From an optimization exercise on the open Yosys and OpenROAD flow, aimed at small area; shortcuts taken in it are not production practice.
Function was checked by simulation only, so behaviour that the tests miss may differ from the original.
No activity file was given, so power comes from the tool's default toggle rates.

==> flow/design.v (excerpt) <==
module dp_engine (
    input  wire        clk,
    input  wire        rst,         
    input  wire        wr_en,
    input  wire [7:0]  wr_addr,
    input  wire [31:0] wr_data,
    input  wire [7:0]  rd_addr,
    output reg  [31:0] rd_data,
    output wire        busy,
    input  wire [7:0]  line_in,
    output reg  [7:0]  line_oe,
    output reg  [7:0]  line_out,
    output reg  [7:0]  line_pu,
    output reg  [7:0]  line_pd
);
==> flow/config.mk <==
export PLATFORM = sky130hd
export DESIGN_NAME = dp_engine
export DESIGN_NICKNAME = dp_engine
export VERILOG_FILES = /design/flow/design.v
export SDC_FILE = /design/flow/constraint.sdc
export NUM_CORES = 4
export LEC_CHECK = 0
export CAP_MARGIN = 20
export CORE_MARGIN = 2
export CORE_UTILIZATION = 40
export CTS_CLUSTER_DIAMETER = 80
export CTS_CLUSTER_SIZE = 25
export SLEW_MARGIN = 20
==> flow/constraint.sdc <==
create_clock -name core_clock -period 10.0 [get_ports {clk}]
set_input_delay 2.0000 -clock core_clock [delete_from_list [all_inputs] [get_ports {clk}]]
set_output_delay 2.0000 -clock core_clock [all_outputs]
set_load 0.01 [all_outputs]
run.sh (not shown) runs the stock make flow with config.mk's settings and CLKGATE_MAP_FILE= SYNTH_SCRIPT=/design/flow/synth_recipe.tcl, a recipe that flattens the netlist after the stock synthesis.
The baseline finished clean.
Change:
==> flow/flow/run.sh (new file) <==
#!/bin/bash
# The standard layout, with the port buffers made of the smallest buffer cell.
set -euo pipefail
export BUFFER_PORTS_ARGS="-buffer_cell sky130_fd_sc_hd__buf_1"
bash standard.sh > standard.log 2>&1
==> flow/standard.sh (new file) <==
#!/bin/bash
# synth_recipe.tcl (not shown) runs the flow's synth.tcl, then flattens the netlist and writes it again
# the make line also repeats each setting of config.mk as NAME=value (left out here)
make -C /OpenROAD-flow-scripts/flow DESIGN_CONFIG=/design/flow/config.mk WORK_HOME=/design/flow/orfs CLKGATE_MAP_FILE= SYNTH_SCRIPT=/design/flow/synth_recipe.tcl "${@:-finish}"
removed: flow/run.sh
Effect: The new run passed the timing, DRC and antenna checks. Combinational power shrinks by a few percent. Die area stays the same. Wire length barely changes. Sequential cell count stays the same. Global-route usage is about the same. Non-clock buffer count came out lower by 7.

---

try-juniper:
Another version of the RTL of dp_engine (not shown whole).
Size: ~4200 cells after synthesis, about 120 I/O pins, ~0.045 mm^2 of cells after synthesis.
clock: 10.0 ns
lec_check: 0
cap_margin: 20
core_margin: 2
core_utilization: 40
cts_cluster_diameter: 80
cts_cluster_size: 25
slew_margin: 20
standard.sh (not shown) runs the stock make flow with config.mk's settings and CLKGATE_MAP_FILE= SYNTH_SCRIPT=/design/flow/synth_recipe.tcl, a recipe that flattens the netlist after the stock synthesis.
==> flow/flow/run.sh <==
#!/bin/bash
# The standard layout, with the port buffers made of the smallest buffer cell
# and a clock tree built without dummy balancing loads.
set -euo pipefail
export BUFFER_PORTS_ARGS="-buffer_cell sky130_fd_sc_hd__buf_1"
export CTS_ARGS="-sink_clustering_enable -repair_clock_nets -sink_clustering_size 28 -sink_clustering_max_diameter 90 -dont_use_dummy_load"
bash standard.sh > standard.log 2>&1
try-juniper reached the final stage; the timing, DRC and antenna checks on its layout passed.
Relative to try-juniper, the following input files were edited for try-pepper:
==> flow/flow/run.sh <==
#!/bin/bash
# The standard layout, with the port buffers made of the smallest buffer cell.
set -euo pipefail
export BUFFER_PORTS_ARGS="-buffer_cell sky130_fd_sc_hd__buf_1"
bash standard.sh > standard.log 2>&1
try-pepper finished all stages; the layout is clean.
The instance count on the critical path in try-pepper was lower than what try-juniper gave.
Going from try-juniper to try-pepper, power per cell area grows by about 5%.
For the part of the total power dissipated in sequential elements, try-pepper came in 3.9 points lower than try-juniper did.
### try-pepper -> try-indigo
==> flow/flow/run.sh <==
#!/bin/bash
# The standard layout, with the port buffers made of the smallest buffer cell
# and a clock tree built without dummy balancing loads.
set -euo pipefail
export BUFFER_PORTS_ARGS="-buffer_cell sky130_fd_sc_hd__buf_1"
export CTS_ARGS="-sink_clustering_enable -repair_clock_nets -sink_clustering_size 25 -sink_clustering_max_diameter 80 -dont_use_dummy_load"
bash standard.sh > standard.log 2>&1
## What came out
Comparing the two runs side by side, try-indigo comes out ahead of try-pepper on detailed-route via count.
There was hardly any difference in measured slew at the worst slew-check pin between try-pepper and try-indigo.
try-indigo ends up with a relative contribution of the clock network to total power that is 2.1 points lower than in try-pepper.
Setup slack: try-indigo more than try-pepper
Looking at layout overhead on the synthesized area, try-indigo sits below try-pepper.
Post-route cell area (try-indigo vs. try-pepper) decreases slightly
Looking at try-pepper and try-indigo, the final routed wirelength across all metal layers is a wash.
try-indigo gives less minimum clock period than try-pepper did.

re-timing with driven ports:
The results above use ideal ports. As a check the final layouts listed here were re-extracted and re-timed, cells and wires unchanged.
Step 1 assumes that a clkbuf_16 drives the clock port and a buf_2 every other input.
Step 2, shift: input delay + t, output delay - t, t = (earliest + latest rising clock arrival at the registers) / 2. This alone moves slack from input paths to output paths.
Slacks: no drivers / after step 1 / after step 2; pairs: no drivers / after step 1.
run	t, ns	setup WS [ns]	worst setup path after step 2	clock arrival spread, ns
the first run of note 1	0.740	0.468 / 0.439 / 0.439	input to output	0.054 / 0.055
the second run of note 1	0.770	1.007 / 0.980 / 0.980	input to output	0.060 / 0.059
try-juniper	0.731	0.715 / 0.671 / 0.671	input to output	0.109 / 0.109
try-pepper	0.744	0.632 / 0.581 / 0.581	input to output	0.072 / 0.072
try-indigo	0.702	0.686 / 0.634 / 0.634	input to output	0.115 / 0.115
After both steps every run listed still meets setup and hold. The setup slack of try-indigo, which loses most, moves by -0.052 ns with the drivers and by -0.052 ns with both steps.
